Context: an optimization exercise on an open-source flow, tuned for small area, a short achievable clock period and few clock cycles. The choices shown serve that exercise and are no tape-out recipe.
At most, simulation tests tie the RTL to the original design; equivalence was not proved.
Function not checked in runs 1, 2 and 4: the RTL went through the layout flow alone.
Power figures rest on the tool's default switching activity, not on a simulated workload.

==> flow/standard.sh <==
#!/bin/bash
# synth_recipe.tcl (not shown) runs the flow's synth.tcl, then flattens the netlist and writes it again
# the make line also repeats each setting of config.mk as NAME=value (left out here)
make -C /OpenROAD-flow-scripts/flow DESIGN_CONFIG=/design/flow/config.mk WORK_HOME=/design/flow/orfs CLKGATE_MAP_FILE= SYNTH_SCRIPT=/design/flow/synth_recipe.tcl "${@:-finish}"
==> flow/config.mk <==
export PLATFORM = sky130hd
export DESIGN_NAME = pfsm
export DESIGN_NICKNAME = pfsm
export VERILOG_FILES = /design/flow/design.v
export SDC_FILE = /design/flow/constraint.sdc
export NUM_CORES = 8
export LEC_CHECK = 0
export CAP_MARGIN = 20
export CORE_MARGIN = 2
export CORE_UTILIZATION = 40
export SLEW_MARGIN = 20
==> flow/flow/run.sh <==
#!/bin/bash
export SETUP_SLACK_MARGIN=6.5
export SKIP_GATE_CLONING=1
export BUFFER_PORTS_ARGS="-buffer_cell sky130_fd_sc_hd__buf_1"
export CTS_CLUSTER_SIZE=25
export CTS_CLUSTER_DIAMETER=80
bash standard.sh finish > standard.log 2>&1
==> flow/constraint.sdc <==
create_clock -name core_clock -period 10.0 [get_ports {clk}]
set_input_delay 2.0000 -clock core_clock [delete_from_list [all_inputs] [get_ports {clk}]]
set_output_delay 2.0000 -clock core_clock [all_outputs]
set_load 0.01 [all_outputs]
==> flow/design.v <==
module pfsm #(
    parameter [7:0] MARKER0      = 8'hA5,
    parameter [7:0] MARKER1      = 8'h5A,
    parameter [7:0] RETRY_BUDGET = 8'd2
) (
    input  wire         clk,
    input  wire         rst,
    input  wire         h_valid,
    output wire         h_ready,
    input  wire [18:0]  h_data,
    output reg          r_valid,
    input  wire         r_ready,
    output reg  [7:0]   r_data,
    output reg          r_last,
    input  wire         irq_valid,
    input  wire [3:0]   irq_flags,
    output reg          o_valid,
    input  wire         o_ready,
    output reg  [3:0]   o_op,
    output reg  [7:0]   o_data,
    input  wire         i_valid,
    output wire         i_ready,
    input  wire [7:0]   i_data,
    output wire         cip_req,
    output wire         cip_dir,
    output wire [127:0] cip_din,
    output wire [127:0] cip_key,
    input  wire         cip_done,
    input  wire         cip_timeout,
    input  wire [127:0] cip_dout,
    output wire         idle,
    output wire         fatal,
    output wire [2:0]   fault
);
    localparam [6:0] MAX_FRAME = 7'd96;
    localparam [3:0] OP_CONFIGURE = 4'd1,
                     OP_RX_ARM    = 4'd2,
                     OP_STROBE_RDY= 4'd3,
                     OP_FLUSH_RX  = 4'd4,
                     OP_FIFO_WR   = 4'd5,
                     OP_FIFO_BYTE = 4'd6,
                     OP_STROBE_TX = 4'd7,
                     OP_POWER_DN  = 4'd8,
                     OP_FIFO_RD   = 4'd9,
                     OP_METRICS   = 4'd10,
                     OP_MSG_AVAIL = 4'd11,
                     OP_DATA_SENT = 4'd12;
    localparam [1:0] M_UNINIT = 2'd0, M_RUN = 2'd1, M_STOPPED = 2'd2;
    localparam [2:0] F_OVERSIZE = 3'd1, F_NOT_INIT = 3'd2, F_TXDONE = 3'd3,
                     F_CRYPTO = 3'd4, F_BADCMD = 3'd5;
    localparam [4:0]
        ST_IDLE   = 5'd0,
        ST_DRAIN  = 5'd1,
        ST_INIT   = 5'd2,
        ST_INITW  = 5'd3,
        ST_RDSRC  = 5'd4,
        ST_RDDAT  = 5'd5,
        ST_W2STB  = 5'd6,
        ST_W2FRD  = 5'd7,
        ST_W2MET  = 5'd8,
        ST_W2FLU  = 5'd9,
        ST_W2PAR  = 5'd10,
        ST_RELIS  = 5'd11,
        ST_W3FLU  = 5'd12,
        ST_W3RET  = 5'd13,
        ST_XHDR   = 5'd14,
        ST_XDAT   = 5'd15,
        ST_XSTB   = 5'd16;
    localparam [1:0] I_OFF = 2'd0, I_LEN = 2'd1, I_DAT = 2'd2, I_MET = 2'd3;
    reg [4:0]   st;
    reg [1:0]   mode;
    reg         fat;
    reg [2:0]   fault_r;
    reg         snap2, afill;
    reg         kact;
    reg [7:0]   next_seq, good_lqi, good_rssi;
    reg         tx_busy, tx_enc, tx_wack, tx_ack;
    reg [7:0]   tx_dest, tx_seq;
    reg [6:0]   tx_n;
    reg [1:0]   tx_retries;
    reg [2:0]   tx_lb;         
    reg [2:0]   tx_rot;        
    reg         rx_parsed, rx_decdone;
    reg [6:0]   rx_len;        
    reg [7:0]   rx_src, rx_rssi, rx_lqi;
    reg [7:0]   rx_b2, rx_seq, rx_b5;
    reg         rx_f0, rx_mk;
    reg [2:0]   rx_sh;         
    reg         iact, isrc, in_rdy;
    reg [6:0]   icnt, irem;
    reg [1:0]   ist;
    reg [7:0]   frem;
    reg [1:0]   mcnt;
    reg         creq, cdir, cfail, c_last, f_first, pend, p_last;
    reg [2:0]   cblk;
    reg [3:0]   sv;            
    reg         c_first;       
    reg         hr, ir, idl;
    reg [127:0] A;
    reg [31:0]  S;
    reg [127:0] key;
    reg [127:0] t0, t1, t2, t3, t4, t5;
    reg [127:0] q0, q1, q2, q3, q4, q5;
    assign h_ready = hr;
    assign i_ready = ir;
    assign idle    = idl;
    assign fatal   = fat;
    assign fault   = fault_r;
    assign cip_req = creq;
    assign cip_dir = cdir;
    assign cip_din = A;
    assign cip_key = key;
    wire o_free = !o_valid || o_ready;
    wire r_free = !r_valid || r_ready;
    wire [2:0]  op   = h_data[18:16];
    wire [7:0]  op_a = h_data[15:8];
    wire [7:0]  op_n = h_data[7:0];
    wire [7:0] bus  = isrc ? i_data : h_data[7:0];
    wire       in_v = isrc ? i_valid : h_valid;
    wire       acc  = iact && in_rdy && in_v;
    wire [3:0] pos  = icnt[3:0];
    wire       lastb = (irem == 7'd1);
    wire       blk_cmp = acc && (pos == 4'd15 || lastb);
    wire       ok_done = creq && cip_done;
    wire       fail_now = creq && cip_timeout;
    wire       can_start = !creq || ok_done;
    wire       start = can_start && (pend || blk_cmp) && !cfail;
    wire       wA = acc && !creq;
    wire       wS = acc && creq;
    wire       tx_load = ok_done && !cdir;
    wire       rx_load = ok_done && cdir;
    wire       tx_rot_en = (tx_rot != 3'd0);
    wire       rx_sh_en  = (rx_sh != 3'd0);
    wire [7:0] tx_byte = (tx_rot == 3'd1) ? t1[7:0] : t0[8*icnt[3:0] +: 8];
    wire [7:0] rx_byte = (rx_sh == 3'd1) ? q1[7:0] : q0[8*icnt[3:0] +: 8];
    wire       tx_can  = (tx_rot == 3'd0) || (tx_rot == 3'd1 && icnt[3:0] == 4'd0);
    wire       rx_can  = (rx_sh == 3'd0) || (rx_sh == 3'd1 && icnt[3:0] == 4'd0);
    wire        frame_valid = (rx_len >= 7'd5) && rx_mk && (rx_b2 >= 8'd5) && (rx_b2 <= {1'b0, rx_len});
    wire [7:0]  rx_plen = rx_b2 - 8'd5;
    wire [7:0]  rd_cnt  = (op_n < rx_plen) ? op_n : rx_plen;
    wire        relisten = tx_busy && tx_wack;
    reg [4:0]   st_n;
    reg [1:0]   mode_n;
    reg         fat_n;
    reg [2:0]   fault_n;
    reg         snap2_n, afill_n, kact_n;
    reg [7:0]   next_seq_n, good_lqi_n, good_rssi_n;
    reg         tx_busy_n, tx_enc_n, tx_wack_n, tx_ack_n;
    reg [7:0]   tx_dest_n, tx_seq_n;
    reg [6:0]   tx_n_n;
    reg [1:0]   tx_retries_n;
    reg [2:0]   tx_rot_n;
    reg         rx_parsed_n, rx_decdone_n;
    reg [6:0]   rx_len_n;
    reg [7:0]   rx_src_n, rx_rssi_n, rx_lqi_n;
    reg [2:0]   rx_sh_n;
    reg         iact_n, isrc_n, in_rdy_n;
    reg [6:0]   icnt_n, irem_n;
    reg [1:0]   ist_n;
    reg [7:0]   frem_n;
    reg [1:0]   mcnt_n;
    reg         creq_n, cdir_n, cfail_n, c_last_n, f_first_n, pend_n, p_last_n;
    reg [2:0]   cblk_n;
    reg         o_valid_n, r_valid_n, r_last_n;
    reg [3:0]   o_op_n;
    reg [7:0]   o_data_n, r_data_n;
    reg         fs_tx, fs_ack, fs_rx;
    reg [7:0]   fs_p, fs_seq;
    reg         acc_idle_n;
    always @* begin
        st_n = st; mode_n = mode; fat_n = fat; fault_n = fault_r;
        snap2_n = snap2; afill_n = afill; kact_n = kact;
        next_seq_n = next_seq; good_lqi_n = good_lqi; good_rssi_n = good_rssi;
        tx_busy_n = tx_busy; tx_enc_n = tx_enc; tx_wack_n = tx_wack; tx_ack_n = tx_ack;
        tx_dest_n = tx_dest; tx_seq_n = tx_seq; tx_n_n = tx_n; tx_retries_n = tx_retries;
        tx_rot_n = tx_rot;
        rx_parsed_n = rx_parsed; rx_decdone_n = rx_decdone; rx_len_n = rx_len;
        rx_src_n = rx_src; rx_rssi_n = rx_rssi; rx_lqi_n = rx_lqi;
        rx_sh_n = rx_sh;
        iact_n = iact; isrc_n = isrc; icnt_n = icnt; irem_n = irem;
        ist_n = ist; frem_n = frem; mcnt_n = mcnt;
        creq_n = creq; cdir_n = cdir; cfail_n = cfail; c_last_n = c_last; f_first_n = f_first;
        pend_n = pend; p_last_n = p_last; cblk_n = cblk;
        o_valid_n = o_valid; o_op_n = o_op; o_data_n = o_data;
        r_valid_n = r_valid; r_data_n = r_data; r_last_n = r_last;
        fs_tx = 1'b0; fs_ack = 1'b0; fs_rx = 1'b0; fs_p = 8'd16; fs_seq = next_seq;
        if (o_valid && o_ready) o_valid_n = 1'b0;
        if (r_valid && r_ready) r_valid_n = 1'b0;
        if (tx_rot_en) tx_rot_n = tx_rot - 3'd1;
        if (rx_sh_en)  rx_sh_n  = rx_sh - 3'd1;
        if (acc) begin
            icnt_n = icnt + 7'd1;
            irem_n = irem - 7'd1;
            if (lastb) iact_n = 1'b0;
        end
        if (start) begin
            creq_n    = 1'b1;
            f_first_n = 1'b0;
            cblk_n    = f_first ? 3'd0 : cblk + 3'd1;
            c_last_n  = pend ? p_last : lastb;
            pend_n    = 1'b0;
        end else begin
            if (creq && (cip_done || cip_timeout)) creq_n = 1'b0;
            if (blk_cmp && !cfail) begin
                pend_n   = 1'b1;
                p_last_n = lastb;
            end
        end
        if (fail_now) begin
            cfail_n = 1'b1;
            pend_n  = 1'b0;
            fat_n   = 1'b1;
            if (fault_r == 3'd0) fault_n = F_CRYPTO;
        end
        if (tx_load) begin
            tx_rot_n = c_last ? (3'd5 - cblk) : 3'd1;
            if (c_last) begin
                tx_enc_n  = 1'b1;
                tx_wack_n = !tx_ack;
            end
        end
        if (rx_load) begin
            rx_sh_n = c_last ? (3'd5 - cblk) : 3'd1;
            if (c_last) rx_decdone_n = 1'b1;
        end
        case (ist)
        I_LEN: if (i_valid) begin
            rx_len_n = (i_data > 8'd96) ? MAX_FRAME : i_data[6:0];
            frem_n  = i_data;
            icnt_n  = 7'd0;
            irem_n  = (i_data > 8'd96) ? MAX_FRAME : i_data[6:0];
            iact_n  = (i_data != 8'd0);
            mcnt_n  = 2'd0;
            ist_n   = (i_data == 8'd0) ? I_MET : I_DAT;
        end
        I_DAT: if (i_valid && ir) begin
            frem_n = frem - 8'd1;
            if (frem == 8'd1) ist_n = I_MET;
        end
        I_MET: if (i_valid) begin
            case (mcnt)
                2'd0: rx_src_n  = i_data;
                2'd1: rx_rssi_n = i_data;
                default: rx_lqi_n = i_data;
            endcase
            mcnt_n = mcnt + 2'd1;
            if (mcnt == 2'd2) ist_n = I_OFF;
        end
        default: ;
        endcase
        if (kact && h_valid) begin
            frem_n = frem - 8'd1;
            if (frem == 8'd1) kact_n = 1'b0;
        end
        case (st)
        ST_IDLE: if (idl) begin
            if (h_valid) begin
                frem_n = op_n;
                if (fat) begin
                    if ((op == 3'd0 || op == 3'd1) && op_n != 8'd0) st_n = ST_DRAIN;
                end else if (op == 3'd6 || op == 3'd7) begin
                    fat_n = 1'b1; if (fault_r == 3'd0) fault_n = F_BADCMD;
                end else if (op == 3'd0 && op_n != 8'd16) begin
                    fat_n = 1'b1; if (fault_r == 3'd0) fault_n = F_BADCMD;
                    if (op_n != 8'd0) st_n = ST_DRAIN;
                end else if (op != 3'd0 && mode != M_RUN) begin
                    fat_n = 1'b1; if (fault_r == 3'd0) fault_n = F_NOT_INIT;
                    if (op == 3'd1 && op_n != 8'd0) st_n = ST_DRAIN;
                end else if (op == 3'd0 && mode == M_RUN) begin
                    st_n = ST_DRAIN;
                end else begin
                    case (op)
                    3'd0: begin                   
                        next_seq_n  = 8'd0;
                        good_lqi_n  = 8'd0;
                        good_rssi_n = 8'd0;
                        tx_busy_n   = 1'b0;
                        tx_enc_n    = 1'b0;
                        tx_wack_n   = 1'b0;
                        rx_parsed_n = 1'b0;
                        kact_n      = 1'b1;
                        o_valid_n = 1'b1; o_op_n = OP_CONFIGURE; o_data_n = op_a;
                        st_n        = ST_INIT;
                    end
                    3'd1: begin                   
                        if (op_n > 8'd91) begin
                            fat_n = 1'b1; if (fault_r == 3'd0) fault_n = F_OVERSIZE;
                            st_n = ST_DRAIN;
                        end else if (tx_busy) begin
                            if (op_n != 8'd0) st_n = ST_DRAIN;
                        end else begin
                            tx_busy_n    = 1'b1;
                            tx_enc_n     = 1'b0;
                            tx_wack_n    = 1'b0;
                            tx_ack_n     = 1'b0;
                            tx_dest_n    = op_a;
                            tx_seq_n     = next_seq;
                            next_seq_n   = next_seq + 8'd1;
                            tx_retries_n = 2'd2;
                            tx_n_n       = op_n[6:0];
                            tx_rot_n     = 3'd0;
                            icnt_n       = 7'd5;
                            irem_n       = op_n[6:0];
                            iact_n       = (op_n != 8'd0);
                            isrc_n       = 1'b0;
                            cdir_n       = 1'b0;
                            cfail_n      = 1'b0;
                            fs_tx        = 1'b1;
                            fs_p         = {(op_n[6:0] + 7'd20) >> 4, 4'b0} ;
                            if (op_n == 8'd0) begin
                                creq_n    = 1'b1;
                                cblk_n    = 3'd0;
                                c_last_n  = 1'b1;
                                f_first_n = 1'b0;
                            end else begin
                                f_first_n = 1'b1;
                            end
                            afill_n      = 1'b0;
                            snap2_n      = 1'b0;
                            st_n         = ST_XHDR;
                        end
                    end
                    3'd2: begin                   
                        r_valid_n = 1'b1;
                        if (!rx_parsed) begin
                            r_data_n = 8'd0;
                            r_last_n = 1'b1;
                        end else begin
                            r_data_n    = rd_cnt;
                            r_last_n    = 1'b0;
                            frem_n     = rd_cnt[6:0];
                            rx_parsed_n = 1'b0;
                            st_n        = ST_RDSRC;
                        end
                    end
                    3'd3: begin                   
                        r_valid_n = 1'b1; r_data_n = good_lqi; r_last_n = 1'b1;
                    end
                    3'd4: begin                   
                        r_valid_n = 1'b1; r_data_n = good_rssi; r_last_n = 1'b1;
                    end
                    3'd5: begin                   
                        o_valid_n = 1'b1; o_op_n = OP_POWER_DN; o_data_n = 8'd0;
                        mode_n = M_STOPPED;
                    end
                    default: ;
                    endcase
                end
            end else if (irq_valid && mode == M_RUN && !fat && irq_flags[2:0] != 3'd0) begin
                snap2_n = irq_flags[2];
                afill_n = 1'b0;
                if (irq_flags[1] && !(irq_flags[0] && !tx_busy)) begin
                    rx_parsed_n  = 1'b0;
                    rx_decdone_n = 1'b0;
                    rx_sh_n      = 3'd0;
                    ist_n        = I_LEN;
                    f_first_n    = 1'b1;
                    cfail_n      = 1'b0;
                    cdir_n       = 1'b1;
                    isrc_n       = 1'b1;
                    fs_rx        = 1'b1;
                end
                if (irq_flags[0]) begin
                    if (!tx_busy) begin
                        fat_n = 1'b1; if (fault_r == 3'd0) fault_n = F_TXDONE;
                    end else begin
                        o_valid_n = 1'b1; o_op_n = OP_RX_ARM; o_data_n = {7'd0, tx_wack};
                        if (!tx_wack) begin
                            tx_busy_n = 1'b0; tx_enc_n = 1'b0;
                        end
                        if (irq_flags[1]) st_n = ST_W2STB;
                        else if (irq_flags[2]) st_n = ST_W3FLU;
                    end
                end else if (irq_flags[1]) begin
                    o_valid_n = 1'b1; o_op_n = OP_STROBE_RDY; o_data_n = 8'd0;
                    st_n = ST_W2FRD;
                end else begin
                    o_valid_n = 1'b1; o_op_n = OP_FLUSH_RX; o_data_n = 8'd0;
                    if (tx_busy && tx_enc) st_n = ST_W3RET;
                end
            end
        end
        ST_DRAIN: if (h_valid) begin
            frem_n = frem - 8'd1;
            if (frem == 8'd1) st_n = ST_IDLE;
        end
        ST_INIT: if (o_free) begin
            o_valid_n = 1'b1; o_op_n = OP_RX_ARM; o_data_n = 8'd0;
            st_n = ST_INITW;
        end
        ST_INITW: if (!kact) begin
            mode_n = M_RUN;
            st_n   = ST_IDLE;
        end
        ST_RDSRC: if (r_free) begin
            r_valid_n = 1'b1; r_data_n = rx_src; r_last_n = (frem == 7'd0);
            icnt_n = 4'd5;
            st_n = (frem == 7'd0) ? ST_IDLE : ST_RDDAT;
        end
        ST_RDDAT: if (r_free && rx_can) begin
            r_valid_n = 1'b1; r_data_n = rx_byte; r_last_n = (frem == 7'd1);
            icnt_n  = icnt[3:0] + 4'd1;
            frem_n = frem - 7'd1;
            if (icnt[3:0] == 4'd15) rx_sh_n = 3'd1;
            if (frem == 7'd1) st_n = ST_IDLE;
        end
        ST_W2STB: if (o_free) begin
            o_valid_n = 1'b1; o_op_n = OP_STROBE_RDY; o_data_n = 8'd0;
            st_n = ST_W2FRD;
        end
        ST_W2FRD: if (o_free) begin
            o_valid_n = 1'b1; o_op_n = OP_FIFO_RD; o_data_n = 8'd0;
            st_n = ST_W2MET;
        end
        ST_W2MET: if (o_free) begin
            o_valid_n = 1'b1; o_op_n = OP_METRICS; o_data_n = 8'd0;
            st_n = ST_W2FLU;
        end
        ST_W2FLU: if (o_free && ist == I_OFF) begin
            o_valid_n = 1'b1; o_op_n = OP_FLUSH_RX; o_data_n = 8'd0;
            st_n = (rx_len == 7'd0) ? ST_RELIS : ST_W2PAR;
        end
        ST_W2PAR: begin
            if (cfail) begin
                st_n = ST_IDLE;
            end else if (rx_decdone && o_free) begin
                o_valid_n = 1'b1; o_data_n = 8'd0;
                st_n = snap2 ? ST_W3FLU : ST_IDLE;
                if (!frame_valid) begin
                    o_op_n = OP_RX_ARM; o_data_n = {7'd0, relisten};
                end else begin
                    good_lqi_n  = rx_lqi;
                    good_rssi_n = rx_rssi;
                    if (rx_f0) begin
                        if (rx_b2 >= 8'd6 && tx_busy && tx_seq == rx_b5) begin
                            tx_busy_n = 1'b0; tx_enc_n = 1'b0; tx_wack_n = 1'b0;
                            o_op_n = OP_DATA_SENT;
                            st_n = ST_RELIS;
                        end else begin
                            o_op_n = OP_RX_ARM; o_data_n = 8'd1;
                        end
                    end else if (rx_b2 != 8'd5) begin
                        rx_parsed_n = 1'b1;
                        o_op_n = OP_MSG_AVAIL;
                        if (tx_busy) begin
                            st_n = ST_RELIS;
                        end else begin
                            tx_busy_n    = 1'b1;
                            tx_enc_n     = 1'b0;
                            tx_wack_n    = 1'b0;
                            tx_ack_n     = 1'b1;
                            tx_dest_n    = rx_src;
                            tx_seq_n     = next_seq;
                            next_seq_n   = next_seq + 8'd1;
                            tx_retries_n = 2'd0;
                            tx_n_n       = 7'd1;
                            tx_rot_n     = 3'd0;
                            cdir_n       = 1'b0;
                            cfail_n      = 1'b0;
                            fs_ack       = 1'b1;
                            creq_n       = 1'b1;
                            cblk_n       = 3'd0;
                            c_last_n     = 1'b1;
                            f_first_n    = 1'b0;
                            afill_n      = 1'b1;
                            st_n         = snap2 ? ST_W3FLU : ST_XHDR;
                        end
                    end else begin
                        rx_parsed_n = 1'b1;
                        o_op_n = OP_RX_ARM; o_data_n = {7'd0, relisten};
                    end
                end
            end
        end
        ST_RELIS: if (o_free) begin
            o_valid_n = 1'b1; o_op_n = OP_RX_ARM; o_data_n = {7'd0, relisten};
            st_n = snap2 ? ST_W3FLU : ST_IDLE;
        end
        ST_W3FLU: if (o_free) begin
            o_valid_n = 1'b1; o_op_n = OP_FLUSH_RX; o_data_n = 8'd0;
            if (afill) st_n = ST_XHDR;
            else if (tx_busy && tx_enc) st_n = ST_W3RET;
            else st_n = ST_IDLE;
        end
        ST_W3RET: if (o_free) begin
            o_valid_n = 1'b1;
            if (tx_retries == 2'd0) begin
                tx_busy_n = 1'b0; tx_enc_n = 1'b0; tx_wack_n = 1'b0;
                o_op_n = OP_RX_ARM; o_data_n = 8'd0;
                st_n = ST_IDLE;
            end else begin
                tx_retries_n = tx_retries - 2'd1;
                o_op_n = OP_FIFO_WR; o_data_n = tx_dest;
                icnt_n = 7'd0;
                st_n = ST_XDAT;
            end
        end
        ST_XHDR: begin
            if (cfail) begin
                if (!iact) st_n = ST_IDLE;
            end else if ((tx_enc || (tx_load && c_last)) && o_free) begin
                o_valid_n = 1'b1; o_op_n = OP_FIFO_WR; o_data_n = tx_dest;
                icnt_n = 7'd0;
                st_n = ST_XDAT;
            end
        end
        ST_XDAT: if (o_free && tx_can) begin
            o_valid_n = 1'b1; o_op_n = OP_FIFO_BYTE; o_data_n = tx_byte;
            icnt_n = icnt + 7'd1;
            if (icnt[3:0] == 4'd15) begin
                if (icnt[6:4] == tx_lb) begin
                    tx_rot_n = 3'd6 - tx_lb;
                    st_n = ST_XSTB;
                end else begin
                    tx_rot_n = 3'd1;
                end
            end
        end
        ST_XSTB: if (o_free) begin
            o_valid_n = 1'b1; o_op_n = OP_STROBE_TX; o_data_n = 8'd0;
            st_n = ST_IDLE;
        end
        default: st_n = ST_IDLE;
        endcase
        begin : rdy
            reg [3:0] p_n;
            p_n = acc ? pos + 4'd1 : pos;
            in_rdy_n = iact_n && !(creq_n && p_n >= 4'd4);
        end
        if (fs_tx) in_rdy_n = iact_n;
        if (ist == I_LEN && i_valid) in_rdy_n = (i_data != 8'd0);
        acc_idle_n = (st_n == ST_IDLE) && !o_valid_n && !r_valid_n;
    end
    always @(posedge clk) begin
        if (rst) begin
            st <= ST_IDLE; mode <= M_UNINIT; fat <= 1'b0; fault_r <= 3'd0;
            kact <= 1'b0; tx_busy <= 1'b0; tx_rot <= 3'd0;
            rx_parsed <= 1'b0; rx_sh <= 3'd0;
            iact <= 1'b0; in_rdy <= 1'b0; ist <= I_OFF;
            creq <= 1'b0; pend <= 1'b0; cfail <= 1'b0;
            o_valid <= 1'b0; r_valid <= 1'b0;
            hr <= 1'b0; ir <= 1'b0; idl <= 1'b0;
        end else begin
            st <= st_n; mode <= mode_n; fat <= fat_n; fault_r <= fault_n;
            kact <= kact_n; tx_busy <= tx_busy_n; tx_rot <= tx_rot_n;
            rx_parsed <= rx_parsed_n; rx_sh <= rx_sh_n;
            iact <= iact_n; in_rdy <= in_rdy_n; ist <= ist_n;
            creq <= creq_n; pend <= pend_n; cfail <= cfail_n;
            o_valid <= o_valid_n; r_valid <= r_valid_n;
            hr  <= acc_idle_n || (st_n == ST_DRAIN) || kact_n || (iact_n && !isrc_n && in_rdy_n);
            ir  <= (ist_n == I_LEN) || (ist_n == I_MET) || (ist_n == I_DAT && (!iact_n || in_rdy_n));
            idl <= acc_idle_n;
        end
    end
    always @(posedge clk) begin
        snap2 <= snap2_n; afill <= afill_n;
        next_seq <= next_seq_n; good_lqi <= good_lqi_n; good_rssi <= good_rssi_n;
        tx_enc <= tx_enc_n; tx_wack <= tx_wack_n; tx_ack <= tx_ack_n;
        tx_dest <= tx_dest_n; tx_seq <= tx_seq_n; tx_n <= tx_n_n; tx_retries <= tx_retries_n;
        rx_decdone <= rx_decdone_n; rx_len <= rx_len_n;
        rx_src <= rx_src_n; rx_rssi <= rx_rssi_n; rx_lqi <= rx_lqi_n;
        isrc <= isrc_n; icnt <= icnt_n; irem <= irem_n;
        frem <= frem_n; mcnt <= mcnt_n;
        cdir <= cdir_n; c_last <= c_last_n; f_first <= f_first_n; p_last <= p_last_n; cblk <= cblk_n;
        o_op <= o_op_n; o_data <= o_data_n;
        r_data <= r_data_n; r_last <= r_last_n;
        tx_lb  <= (tx_n + 7'd4) >> 4;
        if (rx_load && c_first) begin
            rx_mk  <= (cip_dout[7:0] == MARKER0) && (cip_dout[15:8] == MARKER1);
            rx_b2  <= cip_dout[23:16];
            rx_f0  <= cip_dout[24];
            rx_seq <= cip_dout[39:32];
            rx_b5  <= cip_dout[47:40];
        end
    end
    always @(posedge clk) begin
        if (start) c_first <= f_first;
    end
    integer k;
    always @(posedge clk) begin
        for (k = 0; k < 16; k = k + 1) begin
            if (fs_tx || fs_ack || fs_rx) begin
                if (fs_rx || k > 5)  A[8*k +: 8] <= 8'h00;
                else if (k == 0)     A[8*k +: 8] <= MARKER0;
                else if (k == 1)     A[8*k +: 8] <= MARKER1;
                else if (k == 2)     A[8*k +: 8] <= fs_p;
                else if (k == 3)     A[8*k +: 8] <= {7'd0, fs_ack};
                else if (k == 4)     A[8*k +: 8] <= fs_seq;
                else                 A[8*k +: 8] <= fs_ack ? rx_seq : 8'h00;
            end else if (wA && pos == k) begin
                A[8*k +: 8] <= bus;
            end else if (ok_done) begin
                if (k < 4 && wS && pos[1:0] == k) A[8*k +: 8] <= bus;
                else if (k < 4 && sv[k])         A[8*k +: 8] <= S[8*k +: 8];
                else                             A[8*k +: 8] <= 8'h00;
            end
        end
        for (k = 0; k < 4; k = k + 1)
            if (wS && pos[1:0] == k) S[8*k +: 8] <= bus;
    end
    always @(posedge clk) begin
        if (rst) sv <= 4'd0;
        else if (ok_done || fail_now) sv <= 4'd0;
        else if (wS) sv <= sv | (4'd1 << pos[1:0]);
    end
    always @(posedge clk) begin
        if (tx_rot_en) begin
            t0 <= t1; t1 <= t2; t2 <= t3; t3 <= t4; t4 <= t5;
        end
        if (tx_rot_en) t5 <= t0;
        else if (tx_load) t5 <= cip_dout;
    end
    always @(posedge clk) begin
        if (rx_sh_en) begin
            q0 <= q1; q1 <= q2; q2 <= q3; q3 <= q4; q4 <= q5;
        end
        if (rx_load) q5 <= cip_dout;
    end
    always @(posedge clk) begin
        if (kact && h_valid) key <= {h_data[7:0], key[127:8]};
    end
endmodule
==> results of run 1 <==
[flip-flops by register name, indices dropped and copies added, names as in the netlist, 32 cells and up]
signal / cells
t3: 128
q1: 128
key: 128
q5: 128
t0: 128
A: 128
t5: 128
t4: 128
q0: 128
t1: 128
q2: 128
q3: 128
t2: 128
S: 32
q4: 128
[cell families after synthesis]
group           after synthesis  synth area share
simple gates                820           0.05405
buf+inv                     236           0.01296
xor+xnor                     47          0.005683
flops                      2027            0.8196
mux                         248           0.05053
fa+ha+maj                    43          0.007428
compound gates              544           0.04972
[area by class of cell]
type / count / area, sq um
Clock buffer: 119 / 2680
Sequential cell: 2027 / 59390
Multi-Input combinational cell: 1702 / 13010
Clock inverter: 42 / 604.3
Tap cell: 2370 / 2965
Inverter: 67 / 267.8
Fill cell: 15440 / 98130
Antenna cell: 10 / 25.02
Timing Repair Buffer: 610 / 3282
[what timing repair did]
action | 4_1_cts | 5_1_grt
setup endpoints to repair | 624 | 418
resized for setup | 113 | 106
pin swaps | 23 | 42
buffers inserted | 49 | 39
[final timing paths]
path / from / end / slack (ns) / depth (start not counted)
max: h_data[7] / hr / 6.42 / 12
min: q1[121] / q0[121] / 0.39 / 0
max reg2reg: rx_b2[4] / r_data[3] / 6.55 / 10
min reg2reg: q1[121] / q0[121] / 0.39 / 0
[critical path, cell delays in order]
cell and delay [ns]:
buf_1 0.12, buf_8 0.18, nor4_4 0.07, buf_4 0.16, buf_4 0.13, buf_4 0.13
and2_1 0.24, a31oi_1 0.42, o32a_1 0.27, nand4_1 0.10, buf_4 0.18, o31ai_2 0.22
[stage by stage]
| stage | util | TNS, ns | hold WS (ns) | area [sq um] | setup slack, ns |
|---|---|---|---|---|---|
| CTS | 0.4511 | 0 | 0.3883 | 81370 | 6.375 |
| finish | 0.4559 | 0 | 0.3948 | 82220 | 6.421 |
| global route | 0.4558 | 0 | 0.3964 | 82210 | 6.417 |
| global placement | 0.4280 | 0 | 0.4002 | 77190 | 3.350 |
| detailed placement | 0.4280 | 0 | 0.4045 | 77200 | 3.168 |
| floorplan | - | -729.78 | 0.4003 | 72520 | -1.140 |
[placed cells by master (no fill, tap or decap), types with 21 or more instances in the layout]
master | netlist | layout
xnor2_1 | 31 | 31
and3_1 | 31 | 28
inv_1 | 67 | 58
a21oi_1 | 89 | 83
nand2b_1 | 24 | 21
o21ai_0 | 109 | 97
a31oi_1 | 136 | 131
mux2_2 | 141 | 138
buf_1 | 11 | 445
clkbuf_16 | 0 | 105
dfxtp_1 | 150 | 140
buf_4 | 4 | 112
ha_1 | 43 | 37
nand3_1 | 45 | 37
and2_1 | 28 | 24
nor2b_1 | 28 | 26
edfxtp_1 | 1877 | 1877
nor3_1 | 39 | 34
mux4_2 | 80 | 80
nand4_1 | 24 | 24
nand2_1 | 153 | 138
nor2_1 | 357 | 350
[report_power, final]
part           internal, mW  switching, mW
combinational          1.42           3.50
sequential             14.1          0.906
clock                  2.07           2.72
[layer usage]
metal | track usage | up-vias
met4 | 0.06419 | 26
met3 | 0.03046 | 329
met1 | 0.2399 | 18806
met5 | 0 | -
li1 | - | 16536
met2 | 0.2920 | 1278
==> metrics.md, run 1 <==
| Metric | Value |
|---|---|
| Outcome | finished clean |
| Slew headroom | 0.2857 |
| Worst hold path class | register to register |
| Crit Path Max Fanout | 10 |
| Max layer used | met5 |
| Top post-synthesis cells by count | edfxtp_1, nor2_1, nand2_1, dfxtp_1, mux2_2 |
| Post-Synthesis Cells | ~4,000 |
| Yosys cell types | 93 |
| FF+latch count, synth | 2,027 |
| Slew Limit Fails | 0 |
| Clk_skew | around 0.037 ns |
| IO Pins | 456 |
| Synth area leaders | edfxtp_1, dfxtp_1, mux4_2 |
| Routed length on met3 | 9.982 mm |
| Final number of setup-violating endpoints | 0 |
| Worst EP arrival | 4.24 ns |
| CP startpoint kind | primary input |
| DR pass1 iterations | 9 |
| Top-count cell post-synth | edfxtp_1 |
| H-tree levels | 3 |
| Number of global-route vias before repair | 35,071 |
| WL met2 | roughly 82 mm |
| Share of flip-flops with an asynchronous set or reset | 0 |
| Clock sinks | around 2,000 |
| Req. time, crit path | between 10 and 15 ns |
| Worst slew pin tran | 1.071 ns |
| TritonCTS Buffers | 104 |
| DP HPWL | 111.3 mm |
| Clock-pin slew on the worst setup and hold paths | about 0.090 ns |
| Ys flop type | edfxtp_1 |
| Post-route minimum period | approximately 3.6 ns |
| DRT Wirelength | between 150 and 200 mm |
| First-pass GRT wire length | 241.4 mm |
| P_leak | 26.85 nW |
| Synth top area share | 0.7782 |
| Max rail drop VDD | around 0.37 mV |
| Port Buffers | 454 |
| YS warnings | 25 |
| Placed Cells | between 6,000 and 7,000 |
| Antenna viol nets, final | 0 |
| Fin crit share | 0.3579 |
| RSZ-0062 raised after global routing | yes |
| CTS Hold Buffers Added | 0 |
| Met1 wire length | 71.76 mm |
| Crit Path Category | primary input to register |
| CTS tree | yes |
| Clk Tree Root Cell | clkbuf_16 |
| Layout Nets | 4,723 |
| Vias/cell | 5.322 |
| Grt ovf | 0 |
| Antenna violations before repair | 35 |
| P per Cell Area | 301.1 nW/um^2 |
| Area leader, netlist | edfxtp_1 |
| Largest net degree at the start of global routing | 183 |
| Final Hold Vio Count | 0 |
| Residual DRC | 0 |
| GRT Total Usage | 0.1782 |
| Synthesized Nets | 4,176 |
| Final non-filler cell total | 6,947 |
| Core Box Area | 180,400 sq um |
| Initial Util | 0.4016 |
| Die Span X | 429.5 um |
| Clk Latency, worst-skew pair | 0.77 ns |
| Area grow syn2layout | 13.52% |
| Max Fclk | ~280 MHz |
| Violation count after the first detailed-routing iteration | about 4,200 |
| DIE AREA | 184,500 sq um |
| Layout cells sized above 1 | 0.1550 |
| Rows | 156 |
| Mapped Area | 72,430 sq um |
| GPL Wtd Cong | 0.9183 |
| Total number of vias | 36,975 |
| Post-synth EDFFs | 1,877 |
| Max clock buf depth | 3 |
| Die span in y | 429.5 um |
| DR WL/cell | 24.50 um |
| Seq/Total Area, Yosys | 0.8196 |
| Total of max-cap violations | 0 |
| Avg Cell Area, Syn | 18.27 sq um |
| Power Total | 24.75 mW |
| Critical path endpoint category | register |
==> run 2, diff against run 1 <==
==> flow/flow/run.sh (replaced) <==
#!/bin/bash
export SETUP_SLACK_MARGIN=6.2
export SKIP_GATE_CLONING=1
export BUFFER_PORTS_ARGS="-buffer_cell sky130_fd_sc_hd__buf_1"
export CTS_CLUSTER_SIZE=25
export CTS_CLUSTER_DIAMETER=80
bash standard.sh finish > standard.log 2>&1
==> run 2 against run 1 <==
  * Sequential share of layout area is 0.80 points higher
  * Worst setup slack worse by 0.27 ns
  * Critical path depth is 3 lower
  * Clock-buffer cell count is 1 lower
  * Final cell count is 0.79% lower
  * Critical path type unchanged
==> metrics.md, run 2 <==
| Metric | Value |
|---|---|
| Synth top area share | 0.7782 (unchanged) |
| Top-count cell post-synth | edfxtp_1 |
| First-pass GRT wire length | 238.0 mm (-1.4%) |
| Reg2reg start | rx_b2[0] |
| Crit Path Category | primary input to register |
| Rows | 156 (unchanged) |
| Total of max-cap violations | 0 (unchanged) |
| Clock sinks | 2,027 (unchanged) |
| Final Hold Vio Count | 0 (unchanged) |
| DR pass1 iterations | 7 (-2) |
| Crit-path cells | buf_1 > buf_6 > ha_1 > a2111oi_1 > nand2_1 > o21a_4 > mux2_2 > a222oi_1 > o21ai_0 |
| Residual DRC | 0 (unchanged) |
| Req. time, crit path | 10.46 ns (-0.20 ns) |
| Final Core Density | 0.4508 (-0.005050) |
| Worst slew pin tran | 1.173 ns (+0.1020 ns) |
| Synthesized Nets | 4,176 (unchanged) |
| Violation count after the first detailed-routing iteration | 3,838 (-8.2%) |
| Hold Crit Start | t3[44] |
| Fillers | 15,568 (+0.83%) |
| Most frequent cells in the layout | edfxtp_1, buf_1, nor2_1 |
| Top post-synthesis cells by count | edfxtp_1, nor2_1, nand2_1, dfxtp_1, mux2_2 |
| Clk Tree Root Cell | clkbuf_16 |
| Post-synth EDFFs | 1,877 (unchanged) |
| Clk_skew | 0.04350 ns (+0.006593 ns) |
| Critical path endpoint category | register |
| Post-Synthesis Cells | 3,965 (unchanged) |
| Sequential cell area | 59,380 sq um (about the same) |
| Crit-path slowest cell | a222oi_1 |
| FF+latch count, synth | 2,027 (unchanged) |
| Reg2reg end | r_data[2] |
| Port Buffers | 454 (unchanged) |
| Area grow syn2layout | 12.26% |
| TritonCTS Buffers | 105 (+0.96%) |
| Mapped Area | 72,430 sq um (unchanged) |
| Max Fclk | 259.5 MHz (-7.1%) |
| DP HPWL | 112.4 mm (+0.99%) |
| Area leader, netlist | edfxtp_1 |
| Initial Util | 0.4016 (unchanged) |
| Slew Limit Fails | 0 (unchanged) |
| Worst hold path class | register to register |
| Die Span X | 429.5 um (unchanged) |
| Grt ovf | 0 (unchanged) |
| CTS tree | yes |
| Yosys cell types | 93 (unchanged) |
| Number of global-route vias before repair | 34,374 (-2.0%) |
| P per Cell Area | 303.3 nW/um^2 (+0.74%) |
| Fin crit share | 0.3854 (+0.02746) |
| Die span in y | 429.5 um (unchanged) |
| DIE AREA | 184,500 sq um (unchanged) |
| Worst reg-to-reg path cell count | 10 (unchanged) |
| Avg Cell Area, Syn | 18.27 sq um (unchanged) |
| Number of buffers and inverters on the critical path | 2 (-4) |
| Antenna violations before repair | 51 (+46%) |
| Max rail drop VDD | 0.3265 mV (-13%) |
| Ys flop type | edfxtp_1 |
| Post-route minimum period | 3.854 ns (+0.2746 ns) |
| Flop-to-flop setup slack | 6.20 ns (-0.35 ns) |
| CP peak stage delay | 0.38 ns (-0.04 ns) |
| Synth area leaders | edfxtp_1, dfxtp_1, mux4_2 |
| Final Cell Area | 81,310 sq um (-1.1%) |
| Share of flip-flops with an asynchronous set or reset | 0 (unchanged) |
| Core Box Area | 180,400 sq um (unchanged) |
| RSZ-0062 raised after global routing | yes |
| YS warnings | 25 (unchanged) |
| H-tree levels | 3 (unchanged) |
| Clock-pin slew on the worst setup and hold paths | 0.10 ns (about the same) |
| Top delay family on crit path | compound AO/OA/AOI/OAI gates |
| Largest net degree at the start of global routing | 209 (+14%) |
| CP startpoint kind | primary input |
| Clk Latency, worst-skew pair | 0.77 ns (about the same) |
| Worst EP arrival | 4.31 ns (+0.07 ns) |
| Vias/cell | 5.288 (-0.64%) |
| Final number of setup-violating endpoints | 0 (unchanged) |
| Max clock buf depth | 3 (unchanged) |
| Antenna viol nets, final | 0 (unchanged) |
| Hold endpoint | t2[44] |
| Outcome | finished clean |
| Total number of vias | 36,447 (-1.4%) |
| GRT Total Usage | 0.1760 (-0.002220) |
| Multi-input logic area | 12,570 sq um (-3.4%) |
| DRT Wirelength | 167.2 mm (-1.8%) |
| Commonest non-fill, non-tap cell in the layout | edfxtp_1 |
| WHS Path Cells | 0 (unchanged) |
| Crit Path Max Fanout | 10 (unchanged) |
| Seq/Total Area, Yosys | 0.8196 (unchanged) |
| IO Pins | 456 (unchanged) |
| Dpl cell area | 77,190 sq um (about the same) |
| DR WL/cell | 24.25 um (-0.99%) |
| Layout cells sized above 1 | 0.1306 (-0.02446) |
| GPL Wtd Cong | 0.9095 (-0.96%) |
| P_leak | 26.50 nW (-1.3%) |
| CTS Hold Buffers Added | 0 (unchanged) |
| Slew headroom | 0.2117 (-0.07399) |
| Layout Nets | 4,674 (-1.0%) |
-- run 2: logic make-up (layout without fill, tap and decap cells) --
kind of cell / after synthesis / after routing / share of synthesized area
mux: 248 / 248 / 0.05053
simple gates: 820 / 820 / 0.05405
xor+xnor: 47 / 47 / 0.005683
buf+inv: 236 / 782 / 0.01296
flops: 2027 / 2027 / 0.8196
compound gates: 544 / 544 / 0.04972
fa+ha+maj: 43 / 43 / 0.007428
other cells: 0 / 11 / 0
-- run 2: metal layers --
metal  vias up  GRT usage  wire length (um)
li1      16397          -                 -
met4        24    0.06078              5953
met3       320    0.03237             10290
met5         -          0               129
met2      1275     0.2890             81100
met1     18431     0.2358             69690
-- run 2: worst max-delay path by stage --
stage	slack (ns)	end	depth (start not counted)	startpoint
floorplan	-1.14	t0[0]	7	tx_rot[0]
global placement	3.38	A[6]	7	h_data[16]
detailed placement	3.30	A[4]	7	h_data[16]
CTS	6.19	A[119]	7	i_valid
global route	6.20	hr	9	r_ready
finish	6.15	r_data[2]	9	h_data[5]
-- run 2: where the power goes --
part / internal [mW] / switching [mW]
logic: 1.34 / 3.38
registers: 14.1 / 0.939
clock network: 2.15 / 2.70
total: 17.6 / 7.02
-- run 2: per-stage QoR --
stage / power [mW] / worst slack (ns) / instances / hold slack [ns] / TNS, ns
floorplan: 17.95 / -1.140 / 3965 / 0.4003 / -729.78
global placement: 19.79 / 3.376 / 6689 / 0.4001 / 0
detailed placement: 20.05 / 3.296 / 6689 / 0.4045 / 0
CTS: 24.91 / 6.195 / 6860 / 0.3906 / 0
global route: 25.80 / 6.198 / 6891 / 0.4008 / 0
finish: 24.66 / 6.146 / 6892 / 0.3975 / 0
-- run 2: worst register-to-register path, stage by stage, from the launching register on --
cell and delay (ns):
edfxtp_1 0.54, o21ai_0 0.43, nand2_1 0.12, xor2_1 0.39, ha_1 0.35, a2111oi_1 0.35
nand2_1 0.16, o21a_4 0.29, mux2_2 0.30, a222oi_1 0.38, o21ai_0 0.21
-- run 2: what timing repair did --
action                                  CTS  global route
setup buffers                            16            19
resized for setup                        40            46
pin swaps                                 8            16
endpoints found under the setup margin  274           309
-- run 2: cell type report --
class,instances,share of cell area
inverters,67,0.003308
well taps,2370,0.03647
clock inverters,37,0.007325
diodes,11,0.0003385
flip-flops and latches,2027,0.7303
repair buffers,560,0.03361
clock buffers,118,0.03408
multi-input cells,1702,0.1545
==> run 3, diff against run 2 <==
--- a/flow/design.v
+++ b/flow/design.v
@@ -608,15 +608,20 @@
             t0 <= t1; t1 <= t2; t2 <= t3; t3 <= t4; t4 <= t5;
         end
         if (tx_rot_en) t5 <= t0;
-        else if (tx_load) t5 <= cip_dout;
+        else if (creq && !cdir) t5 <= cip_dout;    
     end
     always @(posedge clk) begin
         if (rx_sh_en) begin
             q0 <= q1; q1 <= q2; q2 <= q3; q3 <= q4; q4 <= q5;
         end
-        if (rx_load) q5 <= cip_dout;
+        if (creq && cdir) q5 <= cip_dout;          
     end
+    reg [7:0] kb;
+    reg       kv;
     always @(posedge clk) begin
-        if (kact && h_valid) key <= {h_data[7:0], key[127:8]};
+        kb <= h_data[7:0];
+        if (rst) kv <= 1'b0;
+        else     kv <= kact && h_valid;
+        if (kv) key <= {kb, key[127:8]};
     end
 endmodule
==> flow/flow/run.sh (replaced) <==
#!/bin/bash
# Layout: the standard ORFS flow (standard.sh, unchanged synthesis) with
# these settings:
#  - timing repair aims for 6.5 ns of setup slack (the default flow allows 5),
#  - no gate cloning during timing repair,
#  - port buffers are sky130_fd_sc_hd__buf_1,
#  - clock-tree sink clusters of up to 25 flip-flops within 80 um.
# All tool output goes to standard.log here (and ORFS's own logs under orfs/).
export SETUP_SLACK_MARGIN=6.5
export SKIP_GATE_CLONING=1
export BUFFER_PORTS_ARGS="-buffer_cell sky130_fd_sc_hd__buf_1"
export CTS_CLUSTER_SIZE=25
export CTS_CLUSTER_DIAMETER=80
bash standard.sh finish > standard.log 2>&1
==> run 3 against run 2 <==
  * Die area is essentially flat
  * Combinational power grew 2%
  * Final area grew 1.9%
  * Clock-buffer cell count grew 2
  * Utilization grew 0.85 points
  * Non-clock buffer count grew 61
  * Sequential power is essentially flat
  * Critical path type unchanged
==> metrics.md, run 3 <==
| Metric | Value |
|---|---|
| Outcome | finished clean |
| Residual DRC | 0 (unchanged) |
| Vias/cell | 5.271 (-0.33%) |
| Synth area leaders | edfxtp_1, dfxtp_1, mux4_2 |
| H-tree levels | 3 (unchanged) |
| Max rail drop VDD | 0.3928 mV (+20%) |
| Most frequent cells in the layout | edfxtp_1, buf_1, nor2_1 |
| Gate power share | 0.191 (about the same) |
| Switch Pwr | 7.172 mW (+2.1%) |
| Slew Limit Fails | 0 (unchanged) |
| Rows | 156 (unchanged) |
| Max clock buf depth | 3 (unchanged) |
| Placed Cells | 6,659 (-0.45%) |
| Total number of vias | 36,505 (+0.16%) |
| DR WL/cell | 25.24 um (+4.0%) |
| Core Box Area | 180,400 sq um (unchanged) |
| Final number of setup-violating endpoints | 0 (unchanged) |
| Antenna violations before repair | 45 (-12%) |
| DIE AREA | 184,300 sq um (about the same) |
| Slew headroom | 0.2021 (-0.009641) |
| Clk_skew | 0.05661 ns (+0.01311 ns) |
| CTS tree | yes |
| Layout Nets | 4,707 (+0.71%) |
| Final Hold Vio Count | 0 (unchanged) |
| Violation count after the first detailed-routing iteration | 3,991 (+4.0%) |
| Routed length on met3 | 9.623 mm (-6.5%) |
| Worst EP arrival | 4.13 ns (-0.18 ns) |
| TritonCTS Buffers | 109 (+3.8%) |
| CP startpoint kind | primary input |
| Avg Cell Area, Syn | 18.40 sq um (+0.73%) |
| RSZ-0062 raised after global routing | yes |
| Clock-pin slew on the worst setup and hold paths | 0.10 ns (about the same) |
| Reg2reg start | st[1] |
| Worst setup margin | 6.340 ns (+0.1933 ns) |
| Die span in y | 429.4 um (about the same) |
| Hold Crit Start | t2[27] |
| Crit Path Category | primary input to register |
| Number of global-route vias before repair | 34,765 (+1.1%) |
| Post-synth EDFFs | 1,877 (unchanged) |
| Max layer used | met5 |
| Clk Tree Root Cell | clkbuf_16 |
| YS warnings | 25 (unchanged) |
| FF+latch count, synth | 2,036 (+0.44%) |
| Worst hold path class | register to register |
| P_int | 17.95 mW (+1.8%) |
| First-pass GRT wire length | 246.8 mm (+3.7%) |
| Commonest non-fill, non-tap cell in the layout | edfxtp_1 |
| Met1 wire length | 73.49 mm (+5.5%) |
| GRT Total Usage | 0.1841 (+0.008149) |
| Die Span X | 429.4 um (about the same) |
| Clk Latency, worst-skew pair | 0.77 ns (about the same) |
| Crit Path Max Fanout | 8 (-2) |
| Seq/Total Area, Yosys | 0.8228 (+0.003170) |
| DRT Wirelength | 174.8 mm (+4.6%) |
| Total of max-cap violations | 0 (unchanged) |
| Port Buffers | 454 (unchanged) |
| Hold endpoint | t1[27] |
| Share of flip-flops with an asynchronous set or reset | 0 (unchanged) |
| DR pass1 iterations | 6 (-1) |
| CTS Hold Buffers Added | 0 (unchanged) |
| Area grow syn2layout | 14.47% |
| Clock sinks | 2,036 (+0.44%) |
| Ys flop type | edfxtp_1 |
| Antenna viol nets, final | 0 (unchanged) |
| Area leader, netlist | edfxtp_1 |
| P_leak | 27.17 nW (+2.5%) |
| Max Fclk | 273.2 MHz (+5.3%) |
| Synthesized Nets | 4,144 (-0.77%) |
| Fin crit share | 0.3660 (-0.01933) |
| Largest net degree at the start of global routing | 194 (-7.2%) |
| Grt ovf | 0 (unchanged) |
| Top-count cell post-synth | edfxtp_1 |
| Total negative slack | 0 ns (unchanged) |
| Yosys cell types | 93 (unchanged) |
| Reg power frac | 0.609 (-0.003) |
| DP HPWL | 113.9 mm (+1.3%) |
| Critical path endpoint category | register |
| IO Pins | 456 (unchanged) |
| Post-route minimum period | 3.660 ns (-0.1933 ns) |
| Clk network pwr share | 0.200 (+0.003) |
| Mapped Area | 72,370 sq um (about the same) |
| Sw Ratio | 0.2855 (+0.0006938) |
| WL met2 | 85.61 mm (+5.6%) |
| GPL Wtd Cong | 0.9194 (+1.1%) |
| Req. time, crit path | 10.46 ns (about the same) |
| Layout cells sized above 1 | 0.1586 (+0.02803) |
| Flop-to-flop setup slack | 6.43 ns (+0.23 ns) |
| Top post-synthesis cells by count | edfxtp_1, nor2_1, dfxtp_1, nand2_1, a31oi_1 |
| Final non-filler cell total | 6,926 (+0.49%) |
| Worst reg-to-reg path cell count | 10 (unchanged) |
| Pre-CTS setup slack | 4.152 ns (+0.8567 ns) |
| Synth top area share | 0.7788 (about the same) |
| P per Cell Area | 303.2 nW/um^2 (about the same) |
| WHS Path Cells | 0 (unchanged) |
| Power Total | 25.12 mW (+1.9%) |
| Post-Synthesis Cells | 3,933 (-0.81%) |
| Initial Util | 0.4013 (about the same) |
| Worst slew pin tran | 1.197 ns (+0.02349 ns) |
| Reg2reg end | icnt[3] |
run 3: power by group through the flow:
stage | Sequential, mW | Clock [mW] | Combinational [mW]
floorplan | 15.5 | 0 | 2.95
global placement | 15.4 | 0 | 4.55
finish | 15.3 | 5.02 | 4.80
CTS | 15.3 | 5.19 | 4.84
detailed placement | 15.5 | 0 | 4.65
global route | 15.6 | 5.45 | 5.19
run 3: what timing repair did:
item,CTS,global route
resized for setup,175,107
endpoints found under the setup margin,465,334
pin swaps,27,48
setup buffers,64,31
run 3: critical path, cell delays in order:
cell and delay [ns]:
buf_8 0.10, buf_6 0.12, or3b_4 0.41, a2111oi_4 0.33, nor3b_2 0.26, buf_6 0.14
buf_12 0.11, or3_4 0.17, buf_6 0.11, a21oi_4 0.04, buf_12 0.18, nand2_8 0.12
run 3: logic make-up (layout without fill, tap and decap cells):
kind of cell	count (synthesis)	in the layout	synth area share
compound gates	527	527	0.04749
xor+xnor	46	46	0.005567
fa+ha+maj	43	43	0.007434
buf+inv	237	850	0.01321
flops	2036	2036	0.8228
mux	255	255	0.05136
other cells	0	10	0
simple gates	789	789	0.05213
run 3: layout make-up:
cell class,instances,area (sq um)
sequential,2036,59570
fill,15375,97510
antenna,10,25.02
inverter,68,289.0
timing repair buffer,621,3603
tap,2370,2965
multi-input combinational,1660,12880
clock inverter,41,653.1
clock buffer,120,2858
run 3: how the worst max path moves through the flow:
| stage | start | endpoint |
|---|---|---|
| floorplan | rx_sh[0] | rx_sh[1] |
| finish | h_data[17] | A[36] |
| global route | h_data[17] | A[46] |
| global placement | h_data[16] | A[35] |
| detailed placement | h_data[16] | A[39] |
| CTS | A[32] | cip_din[32] |
run 3: routing by layer:
layer / vias up / global-route usage
li1: 16369 / -
met3: 313 / 0.02914
met1: 18508 / 0.2459
met5: - / 0
met4: 10 / 0.06413
met2: 1305 / 0.3068
run 3: per-stage QoR:
step / utilization / hold WS (ns) / cell area, sq um
floorplan: - / 0.3855 / 72420
global placement: 0.4276 / 0.3854 / 77120
detailed placement: 0.4279 / 0.3896 / 77180
CTS: 0.4552 / 0.3877 / 82100
global route: 0.4593 / 0.4048 / 82840
finish: 0.4594 / 0.3855 / 82850
Testbench counts of run 3, summed over its fixed seeds: cycles 164,378.
==> run 4, diff against run 3 <==
--- a/flow/design.v
+++ b/flow/design.v
@@ -112,9 +112,16 @@
     assign cip_key = key;
     wire o_free = !o_valid || o_ready;
     wire r_free = !r_valid || r_ready;
-    wire [2:0]  op   = h_data[18:16];
-    wire [7:0]  op_a = h_data[15:8];
-    wire [7:0]  op_n = h_data[7:0];
+    reg  [18:0] cq;
+    reg         cv;
+    wire [2:0]  op   = cq[18:16];
+    wire [7:0]  op_a = cq[15:8];
+    wire [7:0]  op_n = cq[7:0];
+    always @(posedge clk) begin
+        cq <= h_data;
+        if (rst) cv <= 1'b0;
+        else     cv <= idl && h_valid;
+    end
     wire [7:0] bus  = isrc ? i_data : h_data[7:0];
     wire       in_v = isrc ? i_valid : h_valid;
     wire       acc  = iact && in_rdy && in_v;
@@ -253,8 +260,8 @@
             if (frem == 8'd1) kact_n = 1'b0;
         end
         case (st)
-        ST_IDLE: if (idl) begin
-            if (h_valid) begin
+        ST_IDLE: begin
+            if (cv) begin
                 frem_n = op_n;
                 if (fat) begin
                     if ((op == 3'd0 || op == 3'd1) && op_n != 8'd0) st_n = ST_DRAIN;
@@ -346,7 +353,7 @@
                     default: ;
                     endcase
                 end
-            end else if (irq_valid && mode == M_RUN && !fat && irq_flags[2:0] != 3'd0) begin
+            end else if (idl && !h_valid && irq_valid && mode == M_RUN && !fat && irq_flags[2:0] != 3'd0) begin
                 snap2_n = irq_flags[2];
                 afill_n = 1'b0;
                 if (irq_flags[1] && !(irq_flags[0] && !tx_busy)) begin
@@ -529,7 +536,7 @@
         end
         if (fs_tx) in_rdy_n = iact_n;
         if (ist == I_LEN && i_valid) in_rdy_n = (i_data != 8'd0);
-        acc_idle_n = (st_n == ST_IDLE) && !o_valid_n && !r_valid_n;
+        acc_idle_n = (st_n == ST_IDLE) && !o_valid_n && !r_valid_n && !(idl && h_valid);
     end
     always @(posedge clk) begin
         if (rst) begin
==> run 4 against run 3 <==
  * Sequential power about the same
  * Area after synthesis is 0.50% higher
  * Global-route usage down 0.43 points
  * Via count grew 3.6%
  * Power down 4.2%
  * Final area is 1.1% lower
  * Clock power down 7.4%
  * First-iteration DRC count grew 6.0%
  * Clock-buffer cell count fell by 4
  * Synthesized cell count increased by 7.5%
  * Worst setup slack got worse by 0.030 ns
  * Sequential share of layout area increased by 1.1 points
  * Highest routed layer unchanged
==> metrics.md, run 4 <==
| Metric | Value |
|---|---|
| P per Cell Area | 293.7 nW/um^2 (-3.2%) |
| Layout cells sized above 1 | 0.1053 (-0.05329) |
| Min Hold Slack | 0.3999 ns (+0.01443 ns) |
| Sequential cell area | 59,810 sq um (+0.41%) |
| Die span in y | 430.4 um (+0.25%) |
| GRT Total Usage | 0.1798 (-0.004311) |
| Core Box Area | 180,700 sq um (+0.22%) |
| Antenna viol nets, final | 0 (unchanged) |
| Post-route minimum period | 3.691 ns (+0.03025 ns) |
| Final number of setup-violating endpoints | 0 (unchanged) |
| FF+latch count, synth | 2,048 (+0.59%) |
| Post-Synthesis Cells | 4,228 (+7.5%) |
| Most frequent cells in the layout | edfxtp_1, nand2_1, buf_1 |
| Pre-CTS setup slack | 4.600 ns (+0.4474 ns) |
| Gate power share | 0.173 (-0.018) |
| Outcome | finished clean |
| Top post-synthesis cells by count | edfxtp_1, nand2_1, nor2_1, dfxtp_1, clkbuf_1 |
| YS warnings | 25 (unchanged) |
| P_leak | 27.58 nW (+1.5%) |
| Worst setup margin | 6.309 ns (-0.03025 ns) |
| Clk Tree Root Cell | clkbuf_16 |
| IO Pins | 456 (unchanged) |
| Clk Latency, worst-skew pair | 0.78 ns (about the same) |
| Power Total | 24.07 mW (-4.2%) |
| Avg Cell Area, Syn | 17.20 sq um (-6.5%) |
| Rows | 156 (unchanged) |
| Antenna violations before repair | 40 (-11%) |
| DRT Wirelength | 172.8 mm (-1.2%) |
| Clk network pwr share | 0.193 (-0.007) |
| Synthesized Nets | 4,439 (+7.1%) |
| Final Cell Area | 81,960 sq um (-1.1%) |
| Clock sinks | 2,048 (+0.59%) |
| Seq/Total Area, Yosys | 0.8220 (about the same) |
| Worst hold path class | register to register |
| Slew Limit Fails | 0 (unchanged) |
| Synth area leaders | edfxtp_1, dfxtp_1, nand2_1 |
| Clk_skew | 0.04987 ns (-0.006738 ns) |
| Reg power frac | 0.634 (+0.025) |
| Residual DRC | 0 (unchanged) |
| Area leader, netlist | edfxtp_1 |
| Critical path endpoint category | register |
| Top-count cell post-synth | edfxtp_1 |
| GPL Wtd Cong | 0.9178 (-0.17%) |
| Total negative slack | 0 ns (unchanged) |
| Violation count after the first detailed-routing iteration | 4,230 (+6.0%) |
| Ys flop type | edfxtp_1 |
| Multi-input logic area | 12,450 sq um (-3.3%) |
| Max rail drop VDD | 0.2996 mV (-24%) |
| Total number of vias | 37,836 (+3.6%) |
| Total of max-cap violations | 0 (unchanged) |
| Grt ovf | 0 (unchanged) |
| Dpl cell area | 77,360 sq um (+0.24%) |
| CTS tree | yes |
| Number of global-route vias before repair | 35,627 (+2.5%) |
| Layout Nets | 4,972 (+5.6%) |
| First-pass GRT wire length | 244.3 mm (-0.99%) |
| Switch Pwr | 6.859 mW (-4.4%) |
| Sw Ratio | 0.2850 (-0.0005279) |
| Fillers | 15,585 (+1.4%) |
| TritonCTS Buffers | 102 (-6.4%) |
| Largest net degree at the start of global routing | 202 (+4.1%) |
| DIE AREA | 185,300 sq um (+0.49%) |
| Commonest non-fill, non-tap cell in the layout | edfxtp_1 |
| Slew headroom | 0.2914 (+0.08927) |
| P_int | 17.21 mW (-4.1%) |
| Area grow syn2layout | 12.69% |
| CP startpoint kind | primary input |
| Crit Path Max Fanout | 8 (unchanged) |
| Port Buffers | 454 (unchanged) |
| Vias/cell | 5.266 (about the same) |
| Clock-pin slew on the worst setup and hold paths | 0.10 ns (about the same) |
| H-tree levels | 3 (unchanged) |
| Yosys cell types | 92 (-1.1%) |
| RSZ-0062 raised after global routing | yes |
| Crit Path Category | primary input to register |
| Share of flip-flops with an asynchronous set or reset | 0 (unchanged) |
| Final Hold Vio Count | 0 (unchanged) |
| Die Span X | 430.4 um (+0.25%) |
| Worst slew pin tran | 1.055 ns (-0.1420 ns) |
| Max clock buf depth | 3 (unchanged) |
| Worst EP arrival | 4.29 ns (+0.16 ns) |
| DP HPWL | 113.7 mm (-0.23%) |
| Post-synth EDFFs | 1,877 (unchanged) |
| DR pass1 iterations | 6 (unchanged) |
| Mapped Area | 72,730 sq um (+0.50%) |
| Max Fclk | 270.9 MHz (-0.82%) |
| Fin crit share | 0.3691 (+0.003025) |
| DR WL/cell | 24.05 um (-4.7%) |
| Synth top area share | 0.7750 (-0.003845) |
| Initial Util | 0.4024 (+0.001120) |
| Req. time, crit path | 10.60 ns (+0.14 ns) |
-- run 4: power groups by stage --
stage                     clock network [mW]  logic (mW)  registers [mW]
after floorplan                            0        2.59            15.3
after global placement                     0        4.09            15.3
after detailed placement                   0        4.15            15.5
after CTS                               4.81        4.21            15.3
after global routing                    5.07        4.62            15.6
final                                   4.65        4.16            15.3
-- run 4: what timing repair did --
action,in CTS,in global routing
endpoints found under the setup margin,669,570
pin swaps,18,20
hold buffers,0,0
gates cloned,0,0
gates resized for setup,97,54
buffers inserted,37,45
-- run 4: final timing paths --
| check | to | depth (start not counted) | startpoint | slack, ns |
|---|---|---|---|---|
| worst min-delay path | t2[20] | 0 | t3[20] | 0.40 |
| worst max-delay path | hr | 8 | i_data[7] | 6.31 |
| worst min register to register | t2[20] | 0 | t3[20] | 0.40 |
| worst max register to register | hr | 8 | rx_b2[3] | 6.43 |
-- run 4: metrics by stage --
step                      utilization  cells
after floorplan                     -   4228
after global placement         0.4280   6943
after detailed placement       0.4280   6943
after CTS                      0.4492   7128
after global routing           0.4534   7183
final                          0.4535   7185
-- run 4: kinds of logic (layout without fill, tap and decap cells) --
| kind of cell | Yosys count | after routing | share of synthesized area |
|---|---|---|---|
| xor gates and xnor gates | 53 | 53 | 0.006383 |
| muxes | 118 | 118 | 0.03017 |
| AOI/OAI and AO/OA | 532 | 532 | 0.04796 |
| other | 0 | 10 | 0 |
| adders and majority gates | 43 | 43 | 0.007398 |
| DFF | 2048 | 2048 | 0.8220 |
| buffers and inverters | 244 | 821 | 0.01344 |
| and+or+nand+nor | 1190 | 1190 | 0.07260 |
-- run 4: critical path, cell delays in order --
cell	delay (ns)
buf_1	0.36
or2_2	0.49
nor3_1	0.26
nor2_1	0.12
a311oi_1	0.41
nor3_1	0.12
a31oi_2	0.30
o311ai_2	0.21
-- run 4: layout make-up --
class	count	share of cell area
diodes	10	0.0003053
flip-flops and latches	2048	0.7298
inverters	64	0.003084
clock buffers	116	0.03243
well taps	2370	0.03618
repair buffers	609	0.04079
clock inverters	32	0.005435
multi-input cells	1936	0.1520
-- run 4: per-layer routing --
layer / global-route usage / vias to the layer above / part of all wire / wire length [um]
met3: 0.03012 / 343 / 0.063 / 10900
li1: - / 17075 / - / -
met2: 0.2943 / 1370 / 0.48 / 82820
met5: 0 / - / 0.00093 / 160
met4: 0.06799 / 22 / 0.041 / 7127
met1: 0.2416 / 19026 / 0.42 / 71760

[re-timing with driven ports]
How much do the figures lean on ideal ports? The routed layouts below were timed once more, with nothing changed but the port constraints. Step 1 assumes that a clkbuf_16 drives the clock port and a buf_2 every other input. Step 2 adds t to the input delays and takes it off the output delays; t is the mean of the earliest and latest rising clock arrival at the registers after step 1. Input paths then give back, and output paths get back, about the clock's delay inside the block. Three values: no drivers, after step 1, after step 2; two values: the first two.
| run | shift t [ns] | slack for setup (ns) | hold slack, ns | worst data-port slew with drivers (ns) |
|---|---|---|---|---|
| run 1 | 0.832 | 6.421 / 6.453 / 5.621 | 0.395 / 0.395 / 0.395 | 0.17 |
| run 2 | 0.830 | 6.146 / 6.204 / 5.378 | 0.398 / 0.398 / 0.398 | 0.20 |
| run 3 | 0.827 | 6.340 / 6.376 / 5.549 | 0.385 / 0.385 / 0.385 | 0.16 |
| run 4 | 0.831 | 6.309 / 6.323 / 5.492 | 0.400 / 0.400 / 0.400 | 0.19 |
After both steps every run listed still meets setup and hold. For run 4, which loses most, drivers alone change the setup slack by +0.014 ns; drivers and shift together by -0.817 ns.
